Background: an optimization exercise with open tools, aiming at small area, a short achievable clock period and few clock cycles per item. Do not read the settings as production practice.
Where RTL was checked, it was by simulation tests only, not by an equivalence proof against the original.
Only the layout flow was run in run 3; the RTL was not checked for function there.
No activity file was given, so power comes from the tool's default toggle rates.

<file path="flow/flow/run.sh">
#!/bin/bash
# Standard layout, with plain buffers (not delay cells) on the ports.
set -euo pipefail
export BUFFER_PORTS_ARGS="-buffer_cell sky130_fd_sc_hd__buf_1"
bash standard.sh > standard.log 2>&1
</file>
<file path="flow/standard.sh">
#!/bin/bash
# synth_recipe.tcl (not shown) runs the flow's synth.tcl, then flattens the netlist and writes it again
# the make line also repeats each setting of config.mk as NAME=value (left out here)
make -C /OpenROAD-flow-scripts/flow DESIGN_CONFIG=/design/flow/config.mk WORK_HOME=/design/flow/orfs CLKGATE_MAP_FILE= SYNTH_SCRIPT=/design/flow/synth_recipe.tcl "${@:-finish}"
</file>
<file path="flow/config.mk">
export PLATFORM = sky130hd
export DESIGN_NAME = gsm7_septet
export DESIGN_NICKNAME = gsm7_septet
export VERILOG_FILES = /design/flow/design.v
export SDC_FILE = /design/flow/constraint.sdc
export NUM_CORES = 4
export LEC_CHECK = 0
export ABC_AREA = 1
export CAP_MARGIN = 20
export CORE_MARGIN = 2
export CORE_UTILIZATION = 60
export CTS_BUF_LIST = sky130_fd_sc_hd__clkbuf_8
export SETUP_SLACK_MARGIN = 4.5
export SLEW_MARGIN = 20
</file>
<file path="flow/constraint.sdc">
create_clock -name core_clock -period 7.0 [get_ports {clk}]
set_input_delay 1.4000 -clock core_clock [delete_from_list [all_inputs] [get_ports {clk}]]
set_output_delay 1.4000 -clock core_clock [all_outputs]
set_load 0.01 [all_outputs]
</file>
<file path="flow/design.v">
module gsm7_septet (
    input  wire        clk,
    input  wire        rst,           
    input  wire        cmd_valid,
    output wire        cmd_ready,
    input  wire [2:0]  cmd_op,
    input  wire [15:0] cmd_len,
    input  wire [7:0]  cmd_hdr_len,
    input  wire        in_valid,
    output wire        in_ready,
    input  wire [31:0] in_data,
    output wire        out_valid,
    input  wire        out_ready,
    output wire [7:0]  out_data,
    output wire        res_valid,
    input  wire        res_ready,
    output wire [7:0]  res_err,
    output wire [7:0]  res_count
);
    reg         busy;        
    reg         crdy;        
    reg         rv;          
    reg         irdy;        
    reg         fst;         
    reg         hbig;        
    reg         m_pack;      
    reg         m_hex;       
    reg         pre;         
    reg         more;        
    reg  [10:0] rem;         
    reg  [7:0]  cnt;         
    reg  [2:0]  hl;          
    reg         hexhi;       
    reg         skip;        
    reg  [4:0]  err;
    reg         sv;          
    reg  [7:0]  sq;          
    reg         sbad;        
    reg  [1:0]  sc;          
    reg         slo;         
    reg  [14:0] acc;         
    reg  [3:0]  k;           
    reg  [7:0]  od;          
    reg  [3:0]  lo;          
    reg         ov;          
    reg         olo;         
    function automatic [7:0] hexc(input [3:0] d);
        reg g;
        begin
            g = d[3] & (d[2] | d[1]);                    
            hexc = {1'b0, g, ~g, ~g, ~g & d[3],
                    g ? (d[2] & (d[1] | d[0])) : d[2],
                    g ? ~(d[1] ^ d[0]) : d[1],
                    d[0] ^ g};
        end
    endfunction
    wire len_big = (|cmd_len[15:11]) | (cmd_len[10] & (|cmd_len[9:0]));
    wire op_pack = (cmd_op == 3'd0);
    wire op_hdr  = (cmd_op == 3'd1);
    wire hl_big  = (|cmd_hdr_len[7:3]) | (&cmd_hdr_len[2:0]);
    wire f1      = (cmd_op[2] & cmd_op[1]) | len_big | (cmd_op == 3'd5);
    wire [4:0] e1 = (cmd_op[2] & cmd_op[1]) ? 5'h10 : len_big ? 5'h12 :
                    (cmd_op == 3'd5) ? 5'h03 : 5'h00;
    wire c_pre   = op_hdr & ~f1;
    wire c_more  = ~f1 & (|cmd_len[10:0]);
    wire r_248   = (|rem[10:8]) | ((&rem[7:3]) & (|rem[2:0]));
    wire p2      = fst & ~skip & (pre ? (hbig | r_248) : (m_pack & (|rem[10:8])));
    wire [4:0] e2 = (pre & hbig) ? 5'h17 : 5'h19;
    wire c_pack  = op_pack | op_hdr;
    wire [7:0] len7     = cmd_len[7:0] + 8'd7;
    wire [7:0] len_byte = op_hdr ? len7 : cmd_len[7:0];
    wire hl_nz   = |hl;
    wire auto_st = pre & ~hl_nz;                     
    wire pre_bit = pre & cnt[2] & cnt[1];            
    wire move    = sv & (~k[3] | slo);               
    wire sfree   = ~sv | move;
    wire done_in = ~pre & ~more & ~sv;
    wire flt   = |err;                               
    assign in_ready = irdy;
    wire fire  = in_valid & irdy;
    wire st1   = auto_st ? (skip | sfree) : fire;    
    wire sload = st1 & ~skip;                        
    wire commit = ~pre & ~m_pack & (~m_hex | hexhi);  
    wire hi24  = |in_data[31:8];
    wire c_dig = (in_data[7:4] == 4'h3) & (in_data[3:0] <= 4'h9);
    wire c_let = ~in_data[7] & in_data[6] & (in_data[4:3] == 2'b00) &
                 (in_data[2:0] != 3'd0) & (in_data[2:0] != 3'd7);
    wire [3:0] hv = {in_data[3] | in_data[6],
                     in_data[2] ^ (in_data[6] & in_data[1] & in_data[0]),
                     in_data[1] ^ (in_data[6] & in_data[0]),
                     in_data[0] ^ in_data[6]};
    wire [7:0] sx = auto_st ? 8'd0 :
                    (~pre & m_hex) ? (hexhi ? {4'd0, hv} : {hv, 4'd0}) : in_data[7:0];
    wire bad = (~pre & m_hex) ? ~(~hi24 & (c_dig | c_let)) :
               (hi24 | (~pre & m_pack & in_data[7]));
    wire [1:0] sw = pre ? {pre_bit, 1'b0} :
                    m_pack ? 2'd1 :
                    (m_hex & ~hexhi) ? 2'd3 : 2'd0;
    reg        s_fault;
    reg  [4:0] s_err;
    always @* begin
        s_fault = sbad; s_err = 5'h13;
        if (m_pack) begin
            if (sc == 2'd1) s_err = 5'h18;
        end else if (m_hex) begin
            s_err = 5'h15;
            if ((sc == 2'd3) & ~sbad & ~more) begin s_fault = 1'b1; s_err = 5'h16; end
        end
    end
    wire        k7  = &k[2:0];
    wire [14:0] ins = {7'd0, sq} << k[2:0];
    wire [14:0] tot = acc | (move ? ins : 15'd0);
    wire [3:0]  kw  = (sc == 2'd0) ? {1'b1, k[2:0]} :
                      (sc == 2'd1) ? ({1'b0, k[2:0]} + 4'd7) :
                      (sc == 2'd2) ? ({1'b0, k[2:0]} + 4'd1) : {1'b0, k[2:0]};
    wire [3:0]  kt  = move ? kw : k;
    wire hi_on  = ov & m_pack & ~olo;                
    wire ofree  = ~ov | (out_ready & ~hi_on);
    wire av_go  = (sc == 2'd0) | ((sc == 2'd1) & (|k[2:0])) | (((sc == 2'd2) | ~m_pack) & k7);
    wire av_no  = k[3] | (m_pack ? (done_in & (|k[2:0])) : k7);
    wire avail  = move ? av_go : av_no;
    wire load   = ofree & avail;
    wire left   = k[3] | (m_pack ? (|k[2:0]) : k7);      
    assign out_valid = ov;
    assign out_data  = od;
    assign res_valid = rv;
    assign res_err   = {3'd0, err};
    assign res_count = cnt;                           
    assign cmd_ready = crdy;
    wire take = ~busy & cmd_valid;
    wire pre_n  = pre & ~((pre_bit & st1) | (auto_st & skip)) & ~p2;
    wire more_n = ((fire & ~pre) ? (rem != 11'd1) : more) & ~p2;
    wire hlnz_n = (fire & pre) ? (hl != 3'd1) : hl_nz;
    wire cap_n  = sload & commit & (cnt == 8'd158);
    wire skip_n = skip | cap_n | (move & ~flt & s_fault) | p2;
    wire sv_n   = sload | (sv & ~move);
    wire slo_n  = sload ? (m_hex & hexhi) : slo;
    wire k3_n   = load ? (~m_pack & (&kt)) : kt[3];
    wire room_n = skip_n | ~sv_n | ~k3_n | slo_n;
    wire need_n = pre_n ? hlnz_n : more_n;
    always @(posedge clk) begin
        if (rst) begin
            busy <= 1'b0;
            crdy <= 1'b1;
            rv   <= 1'b0;
            ov   <= 1'b0;
            irdy <= 1'b0;
        end else if (take) begin
            busy <= 1'b1;
            crdy <= 1'b0;
            irdy <= op_hdr ? (|cmd_hdr_len[2:0]) : (|cmd_len[10:0]);
        end else if (busy) begin
            irdy <= need_n & room_n;
            if (ov & out_ready & ~hi_on)
                ov <= 1'b0;
            if (load)
                ov <= 1'b1;
            if (!rv && done_in && !left && ofree)
                rv <= 1'b1;
            if (rv && res_ready) begin
                rv   <= 1'b0;
                busy <= 1'b0;
                crdy <= 1'b1;
                irdy <= 1'b0;
            end
        end
    end
    always @(posedge clk) begin
        if (!busy) begin
            pre    <= c_pre;
            more   <= c_more;
            sv     <= 1'b0;
            fst    <= 1'b1;
            hbig   <= hl_big;
            m_pack <= c_pack;
            m_hex  <= (cmd_op == 3'd2);
            rem    <= cmd_len[10:0];
            cnt    <= 8'd0;
            hl     <= cmd_hdr_len[2:0];
            hexhi  <= 1'b0;
            skip   <= f1;
            err    <= e1;
            acc    <= {7'd0, len_byte & {8{c_pack}}};
            k      <= {c_pack, 3'd0};
        end else begin
            fst  <= 1'b0;
            if (p2) begin
                skip <= 1'b1;
                err  <= e2;
            end
            more <= more_n;
            pre  <= pre_n;
            if (sload)
                sv <= 1'b1;
            else if (move)
                sv <= 1'b0;
            if (fire & ~pre)
                rem <= rem - 11'd1;
            if (fire & pre) hl <= hl - 3'd1;
            if (m_hex & fire) hexhi <= ~hexhi;
            if (flt)
                cnt <= 8'd0;
            else if (pre ? (st1 & ~skip) : (sload & (m_pack | commit)))
                cnt <= cnt + ((~m_pack & (cnt[2:0] == 3'd6)) ? 8'd2 : 8'd1);
            if (cap_n)
                skip <= 1'b1;                           
            if (sfree) begin                            
                sq   <= sx;
                sbad <= ~auto_st & bad;
                sc  <= sw;
                slo <= m_hex & hexhi;
            end
            if (move & ~flt & s_fault) begin            
                skip <= 1'b1;
                err  <= s_err;
            end
            if (ov & out_ready & hi_on)
                olo <= 1'b1;
            if (load | (out_ready & hi_on))
                od  <= m_pack ? hexc(hi_on ? lo : tot[7:4]) : {1'b0, tot[6:0]};
            if (load) begin
                lo  <= tot[3:0];
                olo <= 1'b0;
                if (m_pack) begin
                    acc <= {8'd0, tot[14:8]};
                    k   <= kt[3] ? {1'b0, kt[2:0]} : 4'd0;
                end else begin
                    acc <= {7'd0, tot[14:7]};
                    k   <= kt - 4'd7;
                end
            end else begin
                acc <= tot;
                k   <= kt;
            end
        end
    end
endmodule
</file>
==> flow_summary_export.csv, run 1 <==
group,metric,value,unit
global_route,antenna_found_initial,0,
sta,setup_tns,0,ps
drt,routed_wl,13.6,mm
placement,place_inst,921,
drt,avgRoutedWirePerCell,14.5,um
critical_path,worst-path-max-fanout,3,
critical_path,max_stage_delay,160,ps
sta,final-hold-violation-count,0,
critical_path,worstRegToRegCells,11,
floorplan,dieArea,0.00970,mm^2
sta,drv_slew,0,
cts,root_buffer,"clkbuf_8",
critical_path,worstPathCellList,"buf_1, inv_4, ha_4, nand2_2, nor3_2, nand3_1, nand2_1, nand3b_1, nor2_2, nand2_1",
critical_path,regToRegSetupSlack,4640,ps
final_layout,area_growth_syn_to_layout,12.3,%
final_layout,finalNonFillerCells,939,
drt,drt-pass1-iter-count,5,
global_route,grt_pass1_vias,4729,
synth,synth-edff-count,47,
sta,tightest_slew,681,ps
drt,drc,0,
synth,synth_cells,740,
floorplan,dieHeight,98.5,um
drt,via_count,5172,
final_layout,nets,908,
final_layout,antennaDiodeCount,0,
final_layout,drive_above_1_share,7.22,%
placement,dp_hpwl,10.4,mm
sta,fmax,0.418,GHz
power_and_ir_drop,leakagePower,2.58,nW
sta,finalCriticalPeriod,2390,ps
synth,synthDistinctLibCells,49,
critical_path,critical_path.top_delay_family,"simple AND/OR/NAND/NOR gates",
critical_path,cp.required,7120,ps
worst_hold_path,worstHoldStart,"rv$_SDFFE_PP0P_",
sta,setup_viol,0,
floorplan,die_x,98.5,um
synth,avgSynthCellArea,7.24,um^2
cts,cts_hold_buf,0,
cts,clk_latency,370,ps
synth,synth_seq_area_share,40.2,%
drt,drt_iter0_drc,310,
cts,cts_tree,"yes",
worst_hold_path,holdPathStages,2,
power_and_ir_drop,vdd_ir_drop_max,0.000112,V
floorplan,core,0.00868,mm^2
critical_path,cp_slowest_cell,"nor2_2",
critical_path,criticalPathCategory,"input port to flop",
final_layout,fin_util,69.3,%
run_status,outcome,"complete, no violations",
sta,hold_ws,480,ps
worst_hold_path,hp-class,"flop to flop",
drt,ant_nets,0,
critical_path,crit_arrival,2510,ps
sta,finClkSkew,11.2,ps
placement,io_buffers,88,
cts,cts_made_buffers,9,
cts,clk_path_buf_depth,2,
critical_path,crit_path_start_kind,"input port",
power_and_ir_drop,p_per_area,191,mW/mm^2
synth,yosysWarningCount,1,
sta,slew_headroom,54.5,%
critical_path,r2r_end,"cnt[6]$_SDFFE_PP0P_",
cts,htreeDepth,3,
cts,cts.sinks,84,
sta,fin_crit_sh,34.2,%
final_layout,nFillCells,778,
global_route,grt_pass1_wl,22.5,mm
floorplan,design.portCount,93,
synth,synth-async-reset-ratio,0,%
placement,place_congestion,0.918,
synth,netlist_area,0.00536,mm^2
job,maxCapViolations,0,
critical_path,critPathBufInv,2,
global_route,grt_util_all_layers,28.6,%
final_layout,final_area,0.00602,mm^2
cts,clk_transition_reported_paths,80,ps
synth,synth_top_flop_cell,"edfxtp_1",
floorplan,fp-row-count,34,
global_route,grt_overflow,0,
critical_path,cp-end-kind,"flop",
critical_path,r2r_start,"m_pack$_DFFE_PN_",
worst_hold_path,whs_endpoint,"rv$_SDFFE_PP0P_",
floorplan,start_util,61.8,%
sta,rsz0062_at_grt,"true",
placement,placed_area,0.00575,mm^2
synth,synth-seq-cells,84,
critical_path,cpMostUsedCell,"nand2_1",
global_route,grt_max_degree,40,
drt,via_per_inst,5.51,
## worst min-delay path: stages (launching register included)
cell	delay, ps
dfxtp_1	330
inv_1	50
a21oi_1	50
## registers in the layout, indices dropped and copies added (netlist names), 2 cells and up
register,flops
acc,15
cnt,8
err,5
hl,3
k,4
lo,4
od,7
rem,11
sc,2
sq,8
## cell usage after synthesis, types with 2 or more instances
cell / instances / area (um^2)
xor2_1: 13 / 114
clkbuf_1: 8 / 30.0
inv_1: 95 / 357
o21ai_1: 2 / 10.0
nor4_1: 7 / 43.8
dfxtp_1: 37 / 741
o21ai_0: 45 / 225
nor2_2: 2 / 12.5
nor3_1: 13 / 65.1
xnor2_1: 3 / 26.3
buf_4: 6 / 45.0
nand3_2: 3 / 30.0
a31o_2: 2 / 17.5
nor2_4: 2 / 22.5
nand2_1: 197 / 739
o22ai_1: 3 / 18.8
nor2_1: 78 / 293
a31oi_1: 4 / 25.0
o21bai_1: 5 / 37.5
inv_2: 6 / 22.5
nand2_2: 4 / 25.0
nand4_1: 11 / 68.8
a21o_2: 2 / 17.5
edfxtp_1: 47 / 1410
nor3_2: 2 / 20.0
a21oi_1: 34 / 170
o211ai_1: 5 / 37.5
buf_6: 3 / 33.8
or2_2: 3 / 18.8
ha_1: 16 / 200
a211oi_1: 3 / 22.5
nand3b_1: 4 / 30.0
nand3_1: 59 / 295
## per-stage QoR
step           total power [mW]  setup WS (ps)
2_1_floorplan             0.724           4520
3_3_place_gp              0.777           4240
3_5_place_dp              0.784           4140
4_1_cts                    1.15           4510
5_1_grt                    1.20           4460
6_report                   1.15           4610
## logic make-up (layout without fill, tap and decap cells)
kind of cell / after synthesis / count (layout) / synth area share (%)
AO/OA/AOI/OAI: 112 / 112 / 11.9
XOR/XNOR: 16 / 16 / 2.62
adder cells (fa/ha/maj): 17 / 17 / 4.11
buffers and inverters: 122 / 210 / 9.46
flip-flops: 84 / 84 / 40.2
other: 1 / 4 / 0.0700
AND/OR/NAND/NOR: 388 / 388 / 31.7
## metal layers
| layer | track usage, % | share of wire, % |
|---|---|---|
| met5 | 0 | 0 |
| met4 | 6.64 | 1.6 |
| met3 | 4.68 | 6.6 |
| met2 | 45.5 | 47 |
| met1 | 41.5 | 45 |
## layout make-up
type	count	area [um^2]	share of cell area, %
Clock buffer	10	138	2.29
Tap cell	108	135	2.25
Inverter	103	395	6.57
Multi-Input combinational cell	537	2760	45.9
Clock inverter	6	70.1	1.16
Sequential cell	84	2150	35.8
Timing Repair Buffer	91	365	6.07
## worst max path at each step
stage,end,startpoint,depth (start not counted)
floorplan,skip$_SDFFCE_PP1P_,cmd_len[1],9
global placement,err[0]$_DFFE_PP_,cmd_len[1],9
detailed placement,acc[6]$_DFF_P_,cmd_op[0],8
CTS,acc[6]$_DFF_P_,cmd_op[0],8
global route,cnt[6]$_SDFFE_PP0P_,m_pack$_DFFE_PN_,11
finish,skip$_SDFFCE_PP1P_,cmd_len[1],10
## repair_timing
action	CTS	global route
setup buffers	1	1
pin swaps	0	1
hold endpoints to repair	0	0
resized for setup	2	5
cloned	0	0
setup endpoints to repair	23	13
## power breakdown
part	switching, mW	leakage, nW	total, mW	internal [mW]
clock network	0.189	0.107	0.366	0.178
registers	0.0217	0.756	0.581	0.560
logic	0.134	1.71	0.200	0.0655
total	0.344	2.58	1.15	0.803
## layout by cell type, fill, tap and decap left out, types with 5 or more instances in the layout
cell      Yosys  layout
ha_1         16      15
buf_1         1      88
nand2_2       4       5
a21oi_1      34      33
nor4_1        7       7
edfxtp_1     47      47
nand2_1     197     196
nor3_1       13      11
nand3_1      59      59
xor2_1       13      13
nand4_1      11      11
inv_1        95      93
o211ai_1      5       5
dfxtp_1      37      36
nor2_1       78      77
inv_2         6       6
o21bai_1      5       5
clkbuf_8      0      10
o21ai_0      45      44
Testbench counts, summed over its fixed seeds: cycles 40,152, items 28,162.
==> run 2: changes to the inputs <==
--- a/flow/config.mk
+++ b/flow/config.mk
@@ -9,5 +9,5 @@
 export CAP_MARGIN = 20
 export CORE_MARGIN = 2
-export CORE_UTILIZATION = 60
+export CORE_UTILIZATION = 70
 export CTS_BUF_LIST = sky130_fd_sc_hd__clkbuf_8
 export SETUP_SLACK_MARGIN = 4.5
==> run 2 against run 1 <==
Effect of this change: still clean; clock power shrank 8.2%; count of clock-buffer cells in the layout shrank 1; via count grew 5.4%; critical path depth shrank 1; design area grew 0.23%; total power shrank 2.1%; non-clock buffer count grew 5; register-to-register slack gained 60 ps; sequential power grew 0.9%; critical path type unchanged.
==> flow_summary_export.csv, run 2 <==
group,metric,value,unit
critical_path,crit_arrival,2730,ps
power_and_ir_drop,power.switching,0.364,mW
final_layout,fin_util,82.3,%
synth,synth_seq_area_share,40.2,%
floorplan,start_util,73.1,%
synth,synth_cells,740,
critical_path,max_stage_delay,270,ps
cts,cts_tree,"yes",
floorplan,die_x,91.5,um
placement,dp_hpwl,10.5,mm
floorplan,dieArea,0.00837,mm^2
sta,setup_tns,0,ps
global_route,grt_overflow,0,
critical_path,worst-path-max-fanout,4,
drt,drt-pass1-iter-count,6,
cts,clk_path_buf_depth,2,
final_layout,drive_above_1_share,8.01,%
power_and_ir_drop,leakagePower,2.59,nW
power_and_ir_drop,power_frac_comb,18.0,%
synth,synthDistinctLibCells,49,
drt,avgRoutedWirePerCell,15.4,um
global_route,grt_max_degree,40,
critical_path,cp.required,7300,ps
critical_path,criticalPathCategory,"input port to flop",
power_and_ir_drop,p_per_area,186,mW/mm^2
critical_path,worstPathCellList,"buf_1, inv_1, nor3_4, buf_4, nand4_1, nor2_1, nand2_1, xor2_1, o211ai_1",
final_layout,layout_commonest_cell,"nand2_1",
final_layout,nets,913,
synth,synth_most_common_cell,"nand2_1",
power_and_ir_drop,power_frac_clock,29.9,%
floorplan,fp-row-count,31,
sta,final-hold-violation-count,0,
drt,drc,0,
synth,synth-seq-cells,84,
synth,synth-async-reset-ratio,0,%
global_route,antenna_found_initial,0,
drt,drt_iter0_drc,489,
synth,synth_top_flop_cell,"edfxtp_1",
final_layout,area_growth_syn_to_layout,12.6,%
placement,place_congestion,0.916,
drt,via_per_inst,5.83,
floorplan,design.portCount,93,
global_route,grt_pass1_vias,5199,
power_and_ir_drop,seqPwrFrac,52.1,%
drt,via_count,5453,
run_status,outcome,"complete, no violations",
critical_path,crit_path_start_kind,"input port",
sta,drv_slew,0,
critical_path,critical_path.top_delay_family,"simple AND/OR/NAND/NOR gates",
final_layout,final_cell_mix,"nand2_1 (196), inv_1 (92), buf_1 (88), nor2_1 (76), nand3_1 (59)",
drt,ant_nets,0,
critical_path,cp-end-kind,"flop",
final_layout,largest_register,"acc",
cts,cts_made_buffers,9,
sta,fmax,0.411,GHz
synth,synth_area_leaders,"edfxtp_1 (26%), dfxtp_1 (14%), nand2_1 (14%)",
floorplan,core,0.00733,mm^2
placement,io_buffers,88,
critical_path,cp_slowest_cell,"nor3_4",
final_layout,antennaDiodeCount,0,
sta,slew_headroom,31.9,%
synth,synth_common_cells,"nand2_1 (197), inv_1 (95), nor2_1 (78)",
global_route,grt_pass1_wl,22.9,mm
sta,rsz0062_at_grt,"true",
sta,fin_crit_sh,34.7,%
power_and_ir_drop,sw_frac_of_total,32.4,%
sta,setup_viol,0,
drt,routed_wl,14.4,mm
synth,yosysWarningCount,1,
worst_hold_path,hp-class,"flop to flop",
synth,synth_top_cell_by_area,"edfxtp_1",
critical_path,regToRegSetupSlack,4700,ps
sta,finalCriticalPeriod,2430,ps
synth,synth-edff-count,47,
sta,tightest_slew,1020,ps
final_layout,largest_reg_flops,15,
sta,finClkSkew,10.2,ps
cts,clk_latency,370,ps
global_route,grt_util_all_layers,34.1,%
critical_path,critPathBufInv,3,
floorplan,dieHeight,91.5,um
synth,avgSynthCellArea,7.24,um^2
final_layout,reg_top3,"acc: 15 flops, rem: 11 flops",
cts,root_buffer,"clkbuf_8",
power_and_ir_drop,vdd_ir_drop_max,0.000158,V
cts,cts.sinks,84,
power_and_ir_drop,power.internal,0.759,mW
cts,clk_transition_reported_paths,100,ps
synth,synth_top_cell_area_share,26.3,%
cts,htreeDepth,3,
job,maxCapViolations,0,
synth,netlist_area,0.00536,mm^2
==> run 2: cell families after synthesis <==
group	count (synthesis)	share of synthesized area, %
simple gates	388	31.7
buf+inv	122	9.46
other cells	1	0.0700
compound gates	112	11.9
xor+xnor	16	2.62
fa+ha+maj	17	4.11
flops	84	40.2
==> run 2: worst min-delay path, cell delays in order, from the launching register on <==
cell     delay (ps)
dfxtp_1         320
a21oi_1          50
nor2_1           90
==> run 2: final timing paths <==
check                                        start                  to  cells past startpoint
worst max register to register     k[1]$_SDFF_PN0_      acc[4]$_DFF_P_                     12
worst max-delay path                     cmd_op[0]      acc[7]$_DFF_P_                      9
worst min register to register  acc[14]$_SDFF_PP0_  acc[14]$_SDFF_PP0_                      2
worst min-delay path            acc[14]$_SDFF_PP0_  acc[14]$_SDFF_PP0_                      2
==> run 2: repair_timing <==
item,4_1_cts,5_1_grt
hold buffers,0,0
buffers inserted,1,7
setup endpoints to repair,52,30
gates resized for setup,3,10
pin swaps,0,3
cloned,0,0
==> run 2: power groups by stage <==
stage / registers [mW] / clock network [mW] / logic [mW]
after floorplan: 0.587 / 0 / 0.137
after global placement: 0.595 / 0 / 0.178
after detailed placement: 0.597 / 0 / 0.187
after CTS: 0.584 / 0.327 / 0.192
after global routing: 0.589 / 0.345 / 0.226
final: 0.586 / 0.336 / 0.202
==> run 2: cell type report <==
class	count	area [um^2]
clock buffer	9	124
clock inverter	7	58.8
fill	498	1300
inverter	103	403
multi-input combinational	537	2770
sequential	84	2150
tap	99	124
timing repair buffer	96	403
==> run 2: per-layer routing <==
layer | GRT usage, % | up-vias | part of all wire, %
li1 | - | 2614 | -
met1 | 42.1 | 2479 | 39
met2 | 59.7 | 313 | 50
met3 | 4.56 | 47 | 8.4
met4 | 14.5 | 0 | 2.9
met5 | 0 | - | 0
==> run 2: stage by stage <==
stage	hold slack (ps)	cells	cell area (um^2)	total power [mW]	worst slack, ps
2_1_floorplan	439	743	5400	0.724	4520
3_3_place_gp	450	911	5740	0.773	4010
3_5_place_dp	459	911	5740	0.784	3910
4_1_cts	482	928	5930	1.10	4480
5_1_grt	519	935	6030	1.16	4470
6_report	481	935	6030	1.12	4570
==> run 3: changes to the inputs <==
--- a/flow/design.v
+++ b/flow/design.v
@@ -19,5 +19,4 @@
 );
     reg         busy;        
-    reg         crdy;        
     reg         rv;          
     reg         irdy;        
@@ -127,5 +126,5 @@
     assign res_err   = {3'd0, err};
     assign res_count = cnt;                           
-    assign cmd_ready = crdy;
+    assign cmd_ready = ~busy;
     wire take = ~busy & cmd_valid;
     wire pre_n  = pre & ~((pre_bit & st1) | (auto_st & skip)) & ~p2;
@@ -142,5 +141,4 @@
         if (rst) begin
             busy <= 1'b0;
-            crdy <= 1'b1;
             rv   <= 1'b0;
             ov   <= 1'b0;
@@ -148,5 +146,4 @@
         end else if (take) begin
             busy <= 1'b1;
-            crdy <= 1'b0;
             irdy <= op_hdr ? (|cmd_hdr_len[2:0]) : (|cmd_len[10:0]);
         end else if (busy) begin
@@ -161,5 +158,4 @@
                 rv   <= 1'b0;
                 busy <= 1'b0;
-                crdy <= 1'b1;
                 irdy <= 1'b0;
             end
--- a/flow/config.mk
+++ b/flow/config.mk
@@ -9,5 +9,5 @@
 export CAP_MARGIN = 20
 export CORE_MARGIN = 2
-export CORE_UTILIZATION = 70
+export CORE_UTILIZATION = 60
 export CTS_BUF_LIST = sky130_fd_sc_hd__clkbuf_8
 export SETUP_SLACK_MARGIN = 4.5
==> run 3 against run 2 <==
Effect of this change: routed wire length shrank 1.1%; highest routed layer unchanged; largest cell class unchanged; maximum frequency grew 0.64%; combinational power grew 15%; critical endpoint unchanged; global-route usage shrank 4.1 points; die area grew 16%.
==> flow_summary_export.csv, run 3 <==
group,metric,value,unit
run_status,outcome,"complete, no violations",
placement,dp_hpwl,10.8,mm
floorplan,start_util,61.7,%
synth,synth_top_family_by_area,"simple AND/OR/NAND/NOR gates",
synth,synth_most_common_cell,"nand2_1",
global_route,grt_overflow,0,
final_layout,final_cell_mix,"nand2_1 (195), buf_1 (85), inv_1 (81), nor2_1 (71), nand3_1 (62)",
drt,via_per_inst,5.68,
synth,synth_seq_area_share,39.8,%
floorplan,die_x,98.5,um
critical_path,regToRegSetupSlack,4750,ps
sta,drv_slew,0,
global_route,antenna_found_initial,0,
critical_path,crit_arrival,2680,ps
synth,synth_cells,729,
synth,synth-seq-cells,83,
drt,drt-pass1-iter-count,5,
final_layout,layout_commonest_cell,"nand2_1",
floorplan,dieHeight,98.5,um
global_route,grt_pass1_wl,23.6,mm
cts,clk_path_buf_depth,2,
final_layout,drive_above_1_share,8.94,%
job,maxCapViolations,0,
synth,synth_top_flop_cell,"edfxtp_1",
drt,avgRoutedWirePerCell,15.3,um
final_layout,regArea,0.00213,mm^2
synth,netlist_area,0.00536,mm^2
critical_path,max_stage_delay,330,ps
cts,clk_latency,360,ps
final_layout,nFillCells,767,
global_route,use_met3,4.26,%
drt,ant_nets,0,
sta,final-hold-violation-count,0,
floorplan,fp-row-count,34,
synth,synth-edff-count,47,
critical_path,cpMostUsedCell,"nand2_1",
sta,rsz0062_at_grt,"false",
synth,synth_top_cell_by_area,"edfxtp_1",
cts,root_buffer,"clkbuf_8",
worst_hold_path,hp-class,"flop to flop",
drt,via_count,5312,
final_layout,largest_reg_flops,15,
synth,muxShareOfSynthArea,0,%
synth,yosysWarningCount,1,
sta,setup_viol,0,
final_layout,finalNonFillerCells,936,
placement,place_congestion,0.950,
cts,htreeDepth,3,
synth,synth_xor_area_share,2.27,%
final_layout,area_growth_syn_to_layout,13.1,%
global_route,grt_pass1_vias,5077,
final_layout,largest_register,"acc",
cts,clk_transition_reported_paths,100,ps
drt,drc,0,
global_route,use_met2,48.6,%
final_layout,antennaDiodeCount,0,
critical_path,cp.required,7260,ps
synth,synthAdderAreaFrac,4.11,%
floorplan,core,0.00868,mm^2
power_and_ir_drop,finalPower,1.15,mW
cts,cts_made_buffers,9,
sta,finClkSkew,17.1,ps
synth,synth_area_leaders,"edfxtp_1 (26%), nand2_1 (14%), dfxtp_1 (13%)",
floorplan,design.portCount,93,
critical_path,worst-path-max-fanout,5,
cts,cts.sinks,83,
placement,pre_cts_slack,4170,ps
critical_path,worstPathCellList,"buf_1, nor3_4, nand2_1, nor2_2, nand2_1, nor2_2, nand2_1, xnor2_1, nand2_1, nand3_1",
power_and_ir_drop,p_per_area,190,mW/mm^2
global_route,grt_max_degree,45,
sta,fin_ws,4580,ps
synth,synth_compound_area_share,11.8,%
global_route,grt.busiest_layer,"met2",
synth,synth_common_cells,"nand2_1 (196), inv_1 (84), nor2_1 (73)",
drt,drt_iter0_drc,383,
critical_path,crit_path_start_kind,"input port",
synth,synthDistinctLibCells,50,
synth,synth_simple_gate_area_share,33.8,%
drt,routed_wl,14.3,mm
synth,avgSynthCellArea,7.35,um^2
final_layout,multiInputGateArea,0.00284,mm^2
sta,finalCriticalPeriod,2420,ps
sta,fin_crit_sh,34.5,%
floorplan,dieArea,0.00970,mm^2
placement,place_inst,913,
power_and_ir_drop,vdd_ir_drop_max,0.000121,V
critical_path,criticalPathCategory,"input port to flop",
synth,synth_top_cell_area_share,26.3,%
sta,setup_tns,0,ps
cts,cts_tree,"yes",
final_layout,nets,905,
placement,io_buffers,88,
final_layout,reg_top3,"acc: 15 flops, rem: 11 flops",
critical_path,cp-end-kind,"flop",
power_and_ir_drop,leakagePower,2.60,nW
global_route,met1_usage,40.9,%
sta,fmax,0.414,GHz
synth,synth-async-reset-ratio,0,%
global_route,grt_util_all_layers,30.0,%
critical_path,cp_slowest_cell,"nor3_4",
-- run 3: cell types whose count changed after synthesis, sizes merged, moves of 2 or more --
cell,delta
nor2,-4
o211ai,+2
o21ai,-6
nand3,+6
a31oi,+2
inv,-13
nand2,+2
xor2,-4
a21oi,+5
o21bai,-2
-- run 3: per-stage QoR --
stage	hold WS [ps]	cell area (um^2)	utilization, %
6_report	483	6060	69.8
5_1_grt	503	6060	69.8
4_1_cts	483	5980	69.0
3_5_place_dp	462	5780	66.7
3_3_place_gp	452	5780	66.7
2_1_floorplan	439	5390	-
-- run 3: cell families after synthesis --
group           after synthesis
simple gates                396
compound gates              111
buf+inv                     108
flops                        83
fa+ha+maj                    17
xor+xnor                     13
other cells                   1
-- run 3: worst paths after layout --
kind	depth (start not counted)	to	from
worst min register to register	2	acc[14]$_SDFF_PP0_	acc[14]$_SDFF_PP0_
worst min-delay path	2	acc[14]$_SDFF_PP0_	acc[14]$_SDFF_PP0_
worst max register to register	10	od[1]$_DFFE_PP_	k[0]$_SDFF_PN0_
worst max-delay path	10	acc[7]$_DFF_P_	cmd_op[1]
-- run 3: power breakdown --
group / switching [mW] / total [mW] / internal [mW]
Clock: 0.193 / 0.335 / 0.142
Sequential: 0.0238 / 0.581 / 0.558
Combinational: 0.156 / 0.233 / 0.0771
-- run 3: timing repair --
action                                  CTS  global route
buffers inserted                          2             5
pin swaps                                 0             6
resized for setup                         0            15
endpoints found under the setup margin    3            20
hold buffers                              0             0
-- run 3: area by class of cell --
cell class                      instances  share of cell area (%)
Clock buffer                           10                    2.27
Clock inverter                          6                   0.785
Inverter                               90                    5.74
Multi-Input combinational cell        541                    46.9
Sequential cell                        83                    35.2
Tap cell                              108                    2.23
Timing Repair Buffer                   98                    6.80
-- run 3: worst max-delay path: cells and delay by family --
kind	cells	cell delay [ps]
and+or+nand+nor	8	980
buffers and inverters	1	150
xor gates and xnor gates	1	140
-- run 3: layer usage --
layer / wire length [um] / vias up
li1: - / 2611
met1: 6180 / 2441
met2: 6710 / 223
met3: 965 / 37
met4: 419 / 0
met5: 0 / -
==> run 4: changes to the inputs <==
--- a/flow/design.v
+++ b/flow/design.v
@@ -19,4 +19,5 @@
 );
     reg         busy;        
+    reg         crdy;        
     reg         rv;          
     reg         irdy;        
@@ -126,5 +127,5 @@
     assign res_err   = {3'd0, err};
     assign res_count = cnt;                           
-    assign cmd_ready = ~busy;
+    assign cmd_ready = crdy;
     wire take = ~busy & cmd_valid;
     wire pre_n  = pre & ~((pre_bit & st1) | (auto_st & skip)) & ~p2;
@@ -141,4 +142,5 @@
         if (rst) begin
             busy <= 1'b0;
+            crdy <= 1'b1;
             rv   <= 1'b0;
             ov   <= 1'b0;
@@ -146,4 +148,5 @@
         end else if (take) begin
             busy <= 1'b1;
+            crdy <= 1'b0;
             irdy <= op_hdr ? (|cmd_hdr_len[2:0]) : (|cmd_len[10:0]);
         end else if (busy) begin
@@ -158,4 +161,5 @@
                 rv   <= 1'b0;
                 busy <= 1'b0;
+                crdy <= 1'b1;
                 irdy <= 1'b0;
             end
==> flow/flow/run.sh (replaced) <==
#!/bin/bash
# The standard layout (standard.sh: standard synthesis, floorplan, place,
# CTS, route), with one change: the port buffers that global placement inserts
# are plain sky130_fd_sc_hd__buf_1 cells instead of the delay cells
# buffer_ports picks by default. Every port still gets its buffer.
# The full output of the run goes to standard.log; ORFS keeps each step's log
# under orfs/logs/.
set -euo pipefail
export BUFFER_PORTS_ARGS="-buffer_cell sky130_fd_sc_hd__buf_1"
bash standard.sh > standard.log 2>&1
--- a/flow/config.mk
+++ b/flow/config.mk
@@ -11,4 +11,5 @@
 export CORE_UTILIZATION = 60
 export CTS_BUF_LIST = sky130_fd_sc_hd__clkbuf_8
+export PLACE_DENSITY = 0.5
 export SETUP_SLACK_MARGIN = 4.5
 export SLEW_MARGIN = 20
==> run 4 against run 3 <==
Effect of this change: still clean; die area barely moved; worst setup slack better by 24 ps; register-to-register slack got worse by 110 ps; sequential power about the same; count of clock-buffer cells in the layout is the same; final cell count rose by 0.32%; clock skew shrank 5.9 ps; sequential share of layout area increased by 0.53 points; synthesized cell count rose by 1.5%; synthesized area barely moved; critical path type unchanged; critical endpoint is now skip$_SDFFCE_PP1P_; largest power group unchanged; highest routed layer unchanged.
==> flow_summary_export.csv, run 4 <==
group,metric,value,unit
global_route,antenna_found_initial,0,
run_status,outcome,"complete, no violations",
global_route,grt_util_all_layers,28.6,%
power_and_ir_drop,power.switching,0.344,mW
critical_path,crit_arrival,2510,ps
cts,cts_made_buffers,9,
placement,place_inst,921,
cts,clk_transition_reported_paths,80,ps
critical_path,worstRegToRegCells,11,
cts,cts_tree,"yes",
synth,synth-seq-cells,84,
global_route,grt_pass1_wl,22.5,mm
final_layout,largest_register,"acc",
synth,synth_seq_area_share,40.2,%
floorplan,start_util,61.8,%
cts,cts.sinks,84,
global_route,grt_overflow,0,
final_layout,multiInputGateArea,0.00276,mm^2
critical_path,criticalPathCategory,"input port to flop",
drt,via_count,5172,
final_layout,fin_util,69.3,%
final_layout,regArea,0.00215,mm^2
final_layout,area_growth_syn_to_layout,12.3,%
power_and_ir_drop,power_frac_clock,31.9,%
synth,netlist_area,0.00536,mm^2
sta,fmax,0.418,GHz
sta,fin_crit_sh,34.2,%
drt,drt_iter0_drc,310,
drt,avgRoutedWirePerCell,14.5,um
floorplan,design.portCount,93,
critical_path,crit_path_start_kind,"input port",
drt,ant_nets,0,
job,maxCapViolations,0,
synth,synth_top_cell_by_area,"edfxtp_1",
final_layout,nFillCells,778,
worst_hold_path,holdPathStages,2,
synth,avgSynthCellArea,7.24,um^2
placement,placed_area,0.00575,mm^2
sta,setup_tns,0,ps
critical_path,r2r_start,"m_pack$_DFFE_PN_",
power_and_ir_drop,sw_frac_of_total,30.0,%
floorplan,core,0.00868,mm^2
worst_hold_path,hp-class,"flop to flop",
power_and_ir_drop,power.internal,0.803,mW
drt,via_per_inst,5.51,
sta,rsz0062_at_grt,"true",
final_layout,layout_commonest_cell,"nand2_1",
power_and_ir_drop,leakagePower,2.58,nW
cts,htreeDepth,3,
placement,dp_hpwl,10.4,mm
final_layout,nets,908,
worst_hold_path,worstHoldStart,"rv$_SDFFE_PP0P_",
cts,clk_latency,370,ps
drt,routed_wl,13.6,mm
final_layout,final_cell_mix,"nand2_1 (196), inv_1 (93), buf_1 (88), nor2_1 (77), nand3_1 (59)",
placement,io_buffers,88,
synth,synth_most_common_cell,"nand2_1",
synth,synth_top_flop_cell,"edfxtp_1",
final_layout,reg_top3,"acc: 15 flops, rem: 11 flops",
final_layout,final_area,0.00602,mm^2
sta,finClkSkew,11.2,ps
drt,drc,0,
synth,synthDistinctLibCells,49,
final_layout,largest_reg_flops,15,
power_and_ir_drop,power_frac_comb,17.4,%
floorplan,dieArea,0.00970,mm^2
synth,synth-async-reset-ratio,0,%
drt,drt-pass1-iter-count,5,
worst_hold_path,whs_endpoint,"rv$_SDFFE_PP0P_",
cts,root_buffer,"clkbuf_8",
placement,pre_cts_slack,4140,ps
placement,place_congestion,0.918,
sta,final-hold-violation-count,0,
critical_path,cp-end-kind,"flop",
global_route,grt_pass1_vias,4729,
critical_path,cp.required,7120,ps
final_layout,drive_above_1_share,7.22,%
synth,synth_cells,740,
critical_path,worst-path-max-fanout,3,
synth,synth_common_cells,"nand2_1 (197), inv_1 (95), nor2_1 (78)",
sta,drv_slew,0,
cts,cts_hold_buf,0,
floorplan,die_x,98.5,um
power_and_ir_drop,vdd_ir_drop_max,0.000112,V
cts,clk_path_buf_depth,2,
sta,fin_ws,4610,ps
floorplan,dieHeight,98.5,um
synth,yosysWarningCount,1,
power_and_ir_drop,p_per_area,191,mW/mm^2
global_route,grt_max_degree,40,
sta,finalCriticalPeriod,2390,ps
critical_path,r2r_end,"cnt[6]$_SDFFE_PP0P_",
sta,setup_viol,0,
sta,slew_headroom,54.5,%
synth,synth_top_cell_area_share,26.3,%
synth,synth-edff-count,47,
floorplan,fp-row-count,34,
synth,synth_area_leaders,"edfxtp_1 (26%), dfxtp_1 (14%), nand2_1 (14%)",
final_layout,finalNonFillerCells,939,
power_and_ir_drop,seqPwrFrac,50.7,%
sta,tightest_slew,681,ps
final_layout,antennaDiodeCount,0,
critical_path,regToRegSetupSlack,4640,ps
-- run 4: cell types whose count changed in the layout (fill, tap and decap cells not counted), moves of 3 or more --
cell	before	now
nand3_1	62	59
buf_4	11	2
xor2_1	8	13
o21ai_0	34	44
o21ai_1	7	3
nand2_4	4	1
buf_1	85	88
nor2_1	71	77
a21oi_1	37	33
nor3_1	14	11
nand3_4	3	0
inv_1	81	93
-- run 4: layer usage --
| metal | share of wire, % | wire, um | track usage [%] | vias to the layer above |
|---|---|---|---|---|
| met2 | 47 | 6400 | 45.5 | 186 |
| li1 | - | - | - | 2600 |
| met4 | 1.6 | 224 | 6.64 | 0 |
| met3 | 6.6 | 892 | 4.68 | 23 |
| met5 | 0 | 0 | 0 | - |
| met1 | 45 | 6070 | 41.5 | 2363 |
-- run 4: power by group through the flow --
stage	clock network, mW	logic (mW)	registers, mW
6_report	0.366	0.200	0.581
5_1_grt	0.391	0.227	0.585
4_1_cts	0.371	0.195	0.580
3_5_place_dp	0	0.190	0.594
3_3_place_gp	0	0.184	0.593
2_1_floorplan	0	0.137	0.587
-- run 4: area by class of cell --
| type | instances | share of cell area, % |
|---|---|---|
| clock buffer | 10 | 2.29 |
| multi-input combinational | 537 | 45.9 |
| clock inverter | 6 | 1.16 |
| timing repair buffer | 91 | 6.07 |
| inverter | 103 | 6.57 |
| tap | 108 | 2.25 |
| sequential | 84 | 35.8 |
-- run 4: worst max-delay path, cell delays in order --
cell,delay [ps]
buf_1,130
inv_4,80
ha_4,130
nand2_2,50
nor3_2,140
nand3_1,100
nand2_1,80
nand3b_1,140
nor2_2,160
nand2_1,80
-- run 4: stage by stage --
stage / hold slack [ps] / power (mW)
final: 480 / 1.15
after global routing: 516 / 1.20
after CTS: 479 / 1.15
after detailed placement: 468 / 0.784
after global placement: 460 / 0.777
after floorplan: 439 / 0.724
-- run 4: logic make-up after synthesis --
logic type / share of synthesized area, %
compound gates: 11.9
xor+xnor: 2.62
fa+ha+maj: 4.11
buf+inv: 9.46
flops: 40.2
other cells: 0.0700
simple gates: 31.7
-- run 4: how the worst max path moves through the flow --
stage | start | to | slack (ps)
6_report | cmd_len[1] | skip$_SDFFCE_PP1P_ | 4610
5_1_grt | m_pack$_DFFE_PN_ | cnt[6]$_SDFFE_PP0P_ | 4460
4_1_cts | cmd_op[0] | acc[6]$_DFF_P_ | 4510
3_5_place_dp | cmd_op[0] | acc[6]$_DFF_P_ | 4140
3_3_place_gp | cmd_len[1] | err[0]$_DFFE_PP_ | 4240
2_1_floorplan | cmd_len[1] | skip$_SDFFCE_PP1P_ | 4520
-- run 4: repair_timing --
| action | CTS | global route |
|---|---|---|
| setup endpoints to repair | 23 | 13 |
| resized for setup | 2 | 5 |
| buffers inserted | 1 | 1 |
| pin swaps | 0 | 1 |
| hold endpoints to repair | 0 | 0 |
Testbench counts of run 4, summed over its fixed seeds: cycles 40,152, items 28,162.
==> run 5: changes to the inputs <==
--- a/flow/config.mk
+++ b/flow/config.mk
@@ -11,5 +11,5 @@
 export CORE_UTILIZATION = 60
 export CTS_BUF_LIST = sky130_fd_sc_hd__clkbuf_8
-export PLACE_DENSITY = 0.5
+export PLACE_DENSITY = 0.7
 export SETUP_SLACK_MARGIN = 4.5
 export SLEW_MARGIN = 20
==> run 5 against run 4 <==
Effect of this change: first-iteration DRC count unchanged; clock skew unchanged; combinational power about the same; flip-flop and latch count unchanged; critical path type unchanged; highest routed layer unchanged.
==> flow_summary_export.csv, run 5 <==
group,metric,value,unit
final_layout,drive_above_1_share,7.22,%
final_layout,reg_top3,"acc: 15 flops, rem: 11 flops",
drt,via_count,5172,
sta,finClkSkew,11.2,ps
drt,drc,0,
drt,wl_met3,892,um
synth,synth_cells,740,
final_layout,regArea,0.00215,mm^2
synth,netlist_area,0.00536,mm^2
cts,htreeDepth,3,
final_layout,largest_register,"acc",
synth,synth_top_cell_area_share,26.3,%
synth,synthDistinctLibCells,49,
global_route,antenna_found_initial,0,
final_layout,largest_reg_flops,15,
drt,top_layer_used,"met4",
final_layout,layout_commonest_cell,"nand2_1",
sta,tightest_slew,681,ps
placement,dp_hpwl,10.4,mm
power_and_ir_drop,leakagePower,2.58,nW
cts,clk_path_buf_depth,2,
synth,synth_most_common_cell,"nand2_1",
sta,fin_ws,4610,ps
floorplan,design.portCount,93,
global_route,grt_pass1_vias,4729,
final_layout,finalNonFillerCells,939,
sta,finalCriticalPeriod,2390,ps
global_route,grt_util_all_layers,28.6,%
final_layout,antennaDiodeCount,0,
global_route,grt_pass1_wl,22.5,mm
final_layout,fin_util,69.3,%
floorplan,start_util,61.8,%
cts,cts_made_buffers,9,
cts,cts_hold_buf,0,
drt,dr_wl_met2,6.40,mm
cts,clk_transition_reported_paths,80,ps
drt,routed_wl,13.6,mm
final_layout,final_cell_mix,"nand2_1 (196), inv_1 (93), buf_1 (88), nor2_1 (77), nand3_1 (59)",
sta,final-hold-violation-count,0,
final_layout,nFillCells,778,
power_and_ir_drop,p_per_area,191,mW/mm^2
sta,drv_slew,0,
cts,clk_latency,370,ps
final_layout,multiInputGateArea,0.00276,mm^2
drt,drt-pass1-iter-count,5,
sta,setup_viol,0,
critical_path,critical_path.top_delay_family,"simple AND/OR/NAND/NOR gates",
cts,cts_tree,"yes",
drt,drt_iter0_drc,310,
critical_path,crit_arrival,2510,ps
floorplan,fp-row-count,34,
synth,yosysWarningCount,1,
floorplan,dieHeight,98.5,um
final_layout,area_growth_syn_to_layout,12.3,%
critical_path,worstPathCellList,"buf_1, inv_4, ha_4, nand2_2, nor3_2, nand3_1, nand2_1, nand3b_1, nor2_2, nand2_1",
synth,synth-seq-cells,84,
global_route,grt_overflow,0,
sta,setup_tns,0,ps
synth,synth_seq_area_share,40.2,%
floorplan,die_x,98.5,um
sta,hold_ws,480,ps
placement,place_inst,921,
cts,root_buffer,"clkbuf_8",
critical_path,critPathBufInv,2,
floorplan,core,0.00868,mm^2
cts,cts.sinks,84,
sta,fin_crit_sh,34.2,%
drt,ant_nets,0,
job,maxCapViolations,0,
floorplan,dieArea,0.00970,mm^2
synth,synth_top_cell_by_area,"edfxtp_1",
critical_path,cp-end-kind,"flop",
worst_hold_path,hp-class,"flop to flop",
synth,synth-edff-count,47,
placement,pre_cts_slack,4140,ps
sta,fmax,0.418,GHz
drt,via_per_inst,5.51,
critical_path,worstRegToRegCells,11,
synth,synth_top_flop_cell,"edfxtp_1",
sta,slew_headroom,54.5,%
power_and_ir_drop,vdd_ir_drop_max,0.000112,V
global_route,grt_max_degree,40,
synth,avgSynthCellArea,7.24,um^2
critical_path,cpMostUsedCell,"nand2_1",
synth,synth-async-reset-ratio,0,%
critical_path,max_stage_delay,160,ps
synth,synth_common_cells,"nand2_1 (197), inv_1 (95), nor2_1 (78)",
drt,avgRoutedWirePerCell,14.5,um
run_status,outcome,"complete, no violations",
critical_path,cp.depth,10,
critical_path,crit_path_start_kind,"input port",
placement,io_buffers,88,
critical_path,worst-path-max-fanout,3,
critical_path,criticalPathCategory,"input port to flop",
placement,place_congestion,0.918,
sta,rsz0062_at_grt,"true",
critical_path,cp.required,7120,ps
final_layout,nets,908,
synth,synth_area_leaders,"edfxtp_1 (26%), dfxtp_1 (14%), nand2_1 (14%)",
drt,wl_met1,6.07,mm
critical_path,cp_slowest_cell,"nor2_2",
worst_hold_path,holdPathStages,2,
[run 5: metal layers]
metal | up-vias | GRT usage (%)
met5 | - | 0
li1 | 2600 | -
met2 | 186 | 45.5
met3 | 23 | 4.68
met1 | 2363 | 41.5
met4 | 0 | 6.64
[run 5: worst paths after layout]
| path | start | slack (ps) | endpoint |
|---|---|---|---|
| max reg2reg | m_pack$_DFFE_PN_ | 4640 | cnt[6]$_SDFFE_PP0P_ |
| min reg2reg | rv$_SDFFE_PP0P_ | 480 | rv$_SDFFE_PP0P_ |
| max | cmd_len[1] | 4610 | skip$_SDFFCE_PP1P_ |
| min | rv$_SDFFE_PP0P_ | 480 | rv$_SDFFE_PP0P_ |
[run 5: through the flow]
stage	power, mW	instance area [um^2]
3_3_place_gp	0.777	5750
2_1_floorplan	0.724	5400
4_1_cts	1.15	5980
3_5_place_dp	0.784	5750
5_1_grt	1.20	6020
6_report	1.15	6020
[run 5: cells by family after synthesis]
logic type      count (synthesis)  synth area share (%)
other cells                     1                0.0700
buf+inv                       122                  9.46
fa+ha+maj                      17                  4.11
flops                          84                  40.2
compound gates                112                  11.9
xor+xnor                       16                  2.62
simple gates                  388                  31.7
[run 5: timing repair]
| action | CTS | global route |
|---|---|---|
| pin swaps | 0 | 1 |
| setup endpoints to repair | 23 | 13 |
| buffers inserted | 1 | 1 |
| gates resized for setup | 2 | 5 |
[run 5: layout make-up]
type,instances,area share [%]
clock inverters,6,1.16
clock buffers,10,2.29
flip-flops and latches,84,35.8
multi-input cells,537,45.9
inverters,103,6.57
well taps,108,2.25
repair buffers,91,6.07
[run 5: report_power, final]
group / leakage [nW] / internal [mW] / switching [mW]
sequential: 0.756 / 0.560 / 0.0217
combinational: 1.71 / 0.0655 / 0.134
clock: 0.107 / 0.178 / 0.189
total: 2.58 / 0.803 / 0.344
[run 5: tightest hold or removal path: stages, from the launching register on]
cell     delay [ps]
dfxtp_1         330
inv_1            50
a21oi_1          50
==> run 6: changes to the inputs <==
--- a/flow/config.mk
+++ b/flow/config.mk
@@ -11,5 +11,4 @@
 export CORE_UTILIZATION = 60
 export CTS_BUF_LIST = sky130_fd_sc_hd__clkbuf_8
-export PLACE_DENSITY = 0.7
 export SETUP_SLACK_MARGIN = 4.5
 export SLEW_MARGIN = 20
==> run 6 against run 5 <==
Effect of this change: worst setup slack did not move; sequential share of layout area did not move; first-iteration DRC count unchanged; largest cell class unchanged; critical path type unchanged; synthesized area unchanged; design area unchanged; global-route usage stayed put; die area unchanged; count of clock-buffer cells in the layout is the same; final cell count stayed put; utilization unchanged; routed wire length unchanged.
==> flow_summary_export.csv, run 6 <==
group,metric,value,unit
global_route,grt_max_degree,40,
drt,via_count,5172,
worst_hold_path,worstHoldStart,"rv$_SDFFE_PP0P_",
critical_path,criticalPathCategory,"input port to flop",
final_layout,fin_util,69.3,%
floorplan,dieHeight,98.5,um
global_route,grt_overflow,0,
cts,clk_transition_reported_paths,80,ps
critical_path,worstRegToRegCells,11,
drt,ant_nets,0,
placement,placed_area,0.00575,mm^2
final_layout,nets,908,
critical_path,cp-end-kind,"flop",
drt,routed_wl,13.6,mm
sta,drv_slew,0,
synth,synth-edff-count,47,
synth,synth-async-reset-ratio,0,%
drt,via_per_inst,5.51,
drt,drt_iter0_drc,310,
critical_path,crit_path_start_kind,"input port",
synth,netlist_area,0.00536,mm^2
critical_path,regToRegSetupSlack,4640,ps
sta,fmax,0.418,GHz
run_status,outcome,"complete, no violations",
synth,synth_common_cells,"nand2_1 (197), inv_1 (95), nor2_1 (78)",
global_route,grt_pass1_wl,22.5,mm
sta,hold_ws,480,ps
critical_path,r2r_start,"m_pack$_DFFE_PN_",
floorplan,start_util,61.8,%
power_and_ir_drop,vdd_ir_drop_max,0.000112,V
floorplan,dieArea,0.00970,mm^2
placement,io_buffers,88,
critical_path,worst-path-max-fanout,3,
final_layout,final_cell_mix,"nand2_1 (196), inv_1 (93), buf_1 (88), nor2_1 (77), nand3_1 (59)",
synth,avgSynthCellArea,7.24,um^2
floorplan,core,0.00868,mm^2
synth,synth_simple_gate_area_share,31.7,%
power_and_ir_drop,power.internal,0.803,mW
critical_path,r2r_end,"cnt[6]$_SDFFE_PP0P_",
sta,slew_headroom,54.5,%
sta,finalCriticalPeriod,2390,ps
global_route,grt_pass1_vias,4729,
power_and_ir_drop,sw_frac_of_total,30.0,%
drt,drt-pass1-iter-count,5,
worst_hold_path,holdPathStages,2,
synth,synthAdderAreaFrac,4.11,%
sta,tightest_slew,681,ps
job,maxCapViolations,0,
synth,synth_xor_area_share,2.61,%
synth,synth_compound_area_share,11.9,%
power_and_ir_drop,leakagePower,2.58,nW
sta,fin_crit_sh,34.2,%
power_and_ir_drop,seqPwrFrac,50.7,%
cts,cts_made_buffers,9,
synth,synthDistinctLibCells,49,
final_layout,reg_top3,"acc: 15 flops, rem: 11 flops",
synth,synth_seq_area_share,40.2,%
synth,synth-seq-cells,84,
placement,dp_hpwl,10.4,mm
drt,avgRoutedWirePerCell,14.5,um
placement,place_congestion,0.918,
cts,cts.sinks,84,
final_layout,antennaDiodeCount,0,
synth,synth_cells,740,
final_layout,largest_reg_flops,15,
cts,clk_path_buf_depth,2,
synth,synth_area_leaders,"edfxtp_1 (26%), dfxtp_1 (14%), nand2_1 (14%)",
power_and_ir_drop,power_frac_clock,31.9,%
power_and_ir_drop,power.switching,0.344,mW
synth,synth_most_common_cell,"nand2_1",
final_layout,nFillCells,778,
drt,wl_met1,6.07,mm
synth,synth_top_cell_area_share,26.3,%
final_layout,layout_commonest_cell,"nand2_1",
drt,dr_wl_met2,6.40,mm
final_layout,final_area,0.00602,mm^2
power_and_ir_drop,power_frac_comb,17.4,%
floorplan,design.portCount,93,
critical_path,crit_arrival,2510,ps
synth,synth_top_flop_cell,"edfxtp_1",
global_route,grt_util_all_layers,28.6,%
final_layout,largest_register,"acc",
sta,setup_tns,0,ps
drt,top_layer_used,"met4",
synth,synth_top_cell_by_area,"edfxtp_1",
drt,drc,0,
global_route,antenna_found_initial,0,
floorplan,die_x,98.5,um
final_layout,drive_above_1_share,7.22,%
synth,synth_top_family_by_area,"simple AND/OR/NAND/NOR gates",
drt,wl_met3,892,um
critical_path,cp.required,7120,ps
cts,htreeDepth,3,
floorplan,fp-row-count,34,
worst_hold_path,whs_endpoint,"rv$_SDFFE_PP0P_",
sta,final-hold-violation-count,0,
cts,clk_latency,370,ps
final_layout,area_growth_syn_to_layout,12.3,%
cts,root_buffer,"clkbuf_8",
sta,finClkSkew,11.2,ps
sta,setup_viol,0,
worst_hold_path,hp-class,"flop to flop",
sta,rsz0062_at_grt,"true",
cts,cts_tree,"yes",
power_and_ir_drop,p_per_area,191,mW/mm^2
synth,muxShareOfSynthArea,0,%
synth,yosysWarningCount,1,
run 6: cell counts in the layout (fill, tap and decap cells not counted):
Identical to the previous run, type by type.
run 6: layout make-up:
class	count	area (um^2)	area share, %
Sequential cell	84	2150	35.8
Timing Repair Buffer	91	365	6.07
Inverter	103	395	6.57
Multi-Input combinational cell	537	2760	45.9
Clock buffer	10	138	2.29
Tap cell	108	135	2.25
Clock inverter	6	70.1	1.16
run 6: critical path: stages:
cell	delay [ps]
buf_1	130
inv_4	80
ha_4	130
nand2_2	50
nor3_2	140
nand3_1	100
nand2_1	80
nand3b_1	140
nor2_2	160
nand2_1	80
run 6: layer usage:
layer	vias up	GRT usage [%]
li1	2600	-
met1	2363	41.5
met2	186	45.5
met3	23	4.68
met4	0	6.64
met5	-	0
run 6: cell families (layout without fill, tap and decap cells):
family,Yosys count,count (layout)
xor gates and xnor gates,16,16
and+or+nand+nor,388,388
adders and majority gates,17,17
buffers and inverters,122,210
DFF,84,84
other,1,4
AOI/OAI and AO/OA,112,112
run 6: how the worst max path moves through the flow:
stage                     endpoint        startpoint  slack [ps]  cells after the start
5_1_grt        cnt[6]$_SDFFE_PP0P_  m_pack$_DFFE_PN_        4460                     11
3_5_place_dp        acc[6]$_DFF_P_         cmd_op[0]        4140                      8
3_3_place_gp      err[0]$_DFFE_PP_        cmd_len[1]        4240                      9
2_1_floorplan   skip$_SDFFCE_PP1P_        cmd_len[1]        4520                      9
4_1_cts             acc[6]$_DFF_P_         cmd_op[0]        4510                      8
6_report        skip$_SDFFCE_PP1P_        cmd_len[1]        4610                     10
run 6: timing repair:
action / 4_1_cts / 5_1_grt
buffers inserted: 1 / 1
resized for setup: 2 / 5
hold buffers: 0 / 0
setup endpoints to repair: 23 / 13
pin swaps: 0 / 1
cloned: 0 / 0
run 6: power by group through the flow:
stage          Combinational, mW  Sequential, mW  Clock, mW
3_5_place_dp               0.190           0.594          0
3_3_place_gp               0.184           0.593          0
2_1_floorplan              0.137           0.587          0
5_1_grt                    0.227           0.585      0.391
6_report                   0.200           0.581      0.366
4_1_cts                    0.195           0.580      0.371
run 6: stage by stage:
| step | power (mW) | worst slack (ps) | instances |
|---|---|---|---|
| detailed placement | 0.784 | 4140 | 921 |
| global route | 1.20 | 4460 | 939 |
| finish | 1.15 | 4610 | 939 |
| floorplan | 0.724 | 4520 | 743 |
| CTS | 1.15 | 4510 | 938 |
| global placement | 0.777 | 4240 | 921 |

## what the ideal ports hide
The results above use ideal ports. As a check the final layouts listed here were re-extracted and re-timed, cells and wires unchanged. Step 1, drivers: a clkbuf_16 drives clk and a buf_2 each remaining input, both assumed. Step 2 moves the port delays by t, midway between the first and last clock arrival at a register: inputs arrive t later, outputs are due t later. That takes back most of the time a late clock gives input paths. Three values: no drivers, after step 1, after step 2; two values: the first two.
run	t (ns)	slack for setup (ns)	hold WS [ns]
run 1	0.393	4.608 / 4.596 / 4.226	0.480 / 0.480 / 0.480
run 2	0.395	4.569 / 4.578 / 4.183	0.481 / 0.481 / 0.481
run 3	0.392	4.584 / 4.582 / 4.200	0.483 / 0.483 / 0.483
run 4	0.393	4.608 / 4.596 / 4.226	0.480 / 0.480 / 0.480
run 5	0.393	4.608 / 4.596 / 4.226	0.480 / 0.480 / 0.480
run 6	0.393	4.608 / 4.596 / 4.226	0.480 / 0.480 / 0.480
After both steps setup and hold are still met in every run listed. The setup slack of run 2, which loses most, moves by +0.009 ns with the drivers and by -0.386 ns with both steps.
